Context: an optimization exercise on an open-source flow, tuned for small area. The choices shown serve that exercise and are no tape-out recipe. Only simulation tests tie the RTL to the original design; equivalence was not proved. No activity file was given, so power comes from the tool's default toggle rates.

Design cpu16, start of the top module:
module cpu16 (
    input  wire        clk,
    input  wire        rst,           
    output wire [15:0] imem_addr,
    input  wire [15:0] imem_rdata,
    output wire [15:0] dmem_addr,
    output wire [15:0] dmem_wdata,
    output wire        dmem_we,
    input  wire [15:0] dmem_rdata,
    input  wire [3:0]  dbg_sel,
    output wire [15:0] dbg_rdata,
    output wire [15:0] pc_o,
    output wire [15:0] sp_o,
    output wire [15:0] ir_o,
    output wire [3:0]  flags_o,       
    output wire        halted,
    output wire        faulted
);
For scale: roughly 1400 cells after synthesis, ~330 flip-flops, about 160 I/O pins.
Settings: LEC_CHECK=0, CAP_MARGIN=20, CORE_MARGIN=2, CORE_UTILIZATION=40, PLACE_DENSITY=0.6, SLEW_MARGIN=20; clock period 10.0 ns.
run.sh (not shown) runs the stock make flow with config.mk's settings and CLKGATE_MAP_FILE= SYNTH_SCRIPT=/design/flow/synth_recipe.tcl, a recipe that flattens the netlist after the stock synthesis.
The baseline ran to the end with no violations.
Edit:
==> flow/flow/run.sh (new file) <==
#!/bin/bash
# Own layout flow: the standard ORFS flow (standard.sh) with three changes:
#  - synthesis maps logic with an area-oriented ABC script (flow/abc_area.script);
#    everything else in synthesis is the standard script, so registers are unchanged;
#  - ports are buffered with the smallest buffer (buf_1);
#  - clock tree synthesis uses small clock buffers and no dummy loads.
set -euo pipefail
W=$PWD
rm -rf "$W/own_scripts"
cp -r "$FLOW_HOME/scripts" "$W/own_scripts"
cp "$W/flow/abc_area.script" "$W/own_scripts/abc_area.script"

export BUFFER_PORTS_ARGS="-buffer_cell sky130_fd_sc_hd__buf_1"
export CTS_ARGS="-sink_clustering_enable -repair_clock_nets -dont_use_dummy_load -sink_clustering_size 16 -sink_clustering_max_diameter 50 -buf_list {sky130_fd_sc_hd__clkbuf_8}"

SCRIPTS_DIR="$W/own_scripts" bash standard.sh synth > "$W/synth.log" 2>&1
bash standard.sh > "$W/layout.log" 2>&1
test -f "$W/out/final.def"
==> flow/flow/abc_area.script (new file) <==
strash
dch
amap
topo
==> flow/standard.sh (new file) <==
#!/bin/bash
# synth_recipe.tcl (not shown) runs the flow's synth.tcl, then flattens the netlist and writes it again
# the make line also repeats each setting of config.mk as NAME=value (left out here)
make -C /OpenROAD-flow-scripts/flow DESIGN_CONFIG=/design/flow/config.mk WORK_HOME=/design/flow/orfs CLKGATE_MAP_FILE= SYNTH_SCRIPT=/design/flow/synth_recipe.tcl "${@:-finish}"
Settings changed: ABC_AREA from default to 1, CORE_UTILIZATION 40 to 60, PLACE_DENSITY 0.6 to 0.75.
removed: flow/run.sh
Final area fell by 21%.
Power fell by 30%.
Wire length fell by 26%.
Final cell count fell by 17%.
Die area fell by 42%.
Area after synthesis fell by 14%.
Edit:
--- a/flow/flow/run.sh
+++ b/flow/flow/run.sh
@@ -13,3 +13,3 @@
 export BUFFER_PORTS_ARGS="-buffer_cell sky130_fd_sc_hd__buf_1"
-export CTS_ARGS="-sink_clustering_enable -repair_clock_nets -dont_use_dummy_load -sink_clustering_size 16 -sink_clustering_max_diameter 50 -buf_list {sky130_fd_sc_hd__clkbuf_8}"
+export CTS_ARGS="-sink_clustering_enable -repair_clock_nets -dont_use_dummy_load -buf_list {sky130_fd_sc_hd__clkbuf_2 sky130_fd_sc_hd__clkbuf_4 sky130_fd_sc_hd__clkbuf_8}"
 
Settings changed: CORE_UTILIZATION 60 to 40, PLACE_DENSITY 0.75 to 0.6.
Non-clock buffer count goes up by 1; final area is higher by a few percent; clock skew rises by 0.027 ns; sequential power barely changes; routed wire length goes up by roughly a tenth; die area rose by well over a third; worst setup slack gets worse by 0.10 ns; fmax went down slightly; core utilization fell by 21 points; cell count goes up by roughly a tenth; total power grows by roughly a tenth.
Edit:
--- a/flow/flow/run.sh
+++ b/flow/flow/run.sh
@@ -13,3 +13,3 @@
 export BUFFER_PORTS_ARGS="-buffer_cell sky130_fd_sc_hd__buf_1"
-export CTS_ARGS="-sink_clustering_enable -repair_clock_nets -dont_use_dummy_load -buf_list {sky130_fd_sc_hd__clkbuf_2 sky130_fd_sc_hd__clkbuf_4 sky130_fd_sc_hd__clkbuf_8}"
+export CTS_ARGS="-sink_clustering_enable -repair_clock_nets -dont_use_dummy_load -sink_clustering_size 8 -sink_clustering_max_diameter 40 -buf_list {sky130_fd_sc_hd__clkbuf_4}"
 
Settings changed: CORE_UTILIZATION 40 to 60, PLACE_DENSITY 0.6 to 0.75.
=> Cell count is lower by 7.0%. Non-clock buffer count is lower by 1. Routed wire length is lower by 7.6%. Global-route usage is higher by 8.6 points. Cell area is lower by 3.7%. Fmax is higher by 0.38%. Utilization is higher by 21 points. Total power is lower by 11%. Sequential share of layout area is higher by 1.9 points. Synthesized cell count is unchanged.

==> afterwards: timing with drivers on the ports <==
Ports are ideal in the flow. The routed layouts listed here were re-timed in OpenROAD.
Step 1, drivers: a clkbuf_16 drives clk and a buf_2 each remaining input, both assumed.
Step 2 times the ports against the registers' clock, not the clock port: input delays grow and output delays shrink by t, the midpoint of the rising clock arrivals with the driver on.
Slacks: ideal / step 1 / step 2; pairs: ideal / step 1.
run | shift t [ns] | slack for setup (ns) | latest minus earliest clock arrival (ns) | worst register clock-pin slew, ns
the first run | 0.603 | 1.150 / 1.121 / 1.121 | 0.019 / 0.019 | 0.06 / 0.06
the second run | 0.620 | 1.541 / 1.500 / 1.985 | 0.074 / 0.074 | 0.10 / 0.10
the third run | 0.623 | 1.437 / 1.390 / 1.831 | 0.101 / 0.101 | 0.06 / 0.06
the fourth run | 0.711 | 1.469 / 1.423 / 2.004 | 0.091 / 0.090 | 0.10 / 0.10
After both steps setup and hold are still met in every run listed. The setup slack of the first run, which loses most, moves by -0.029 ns with the drivers and by -0.029 ns with both steps.
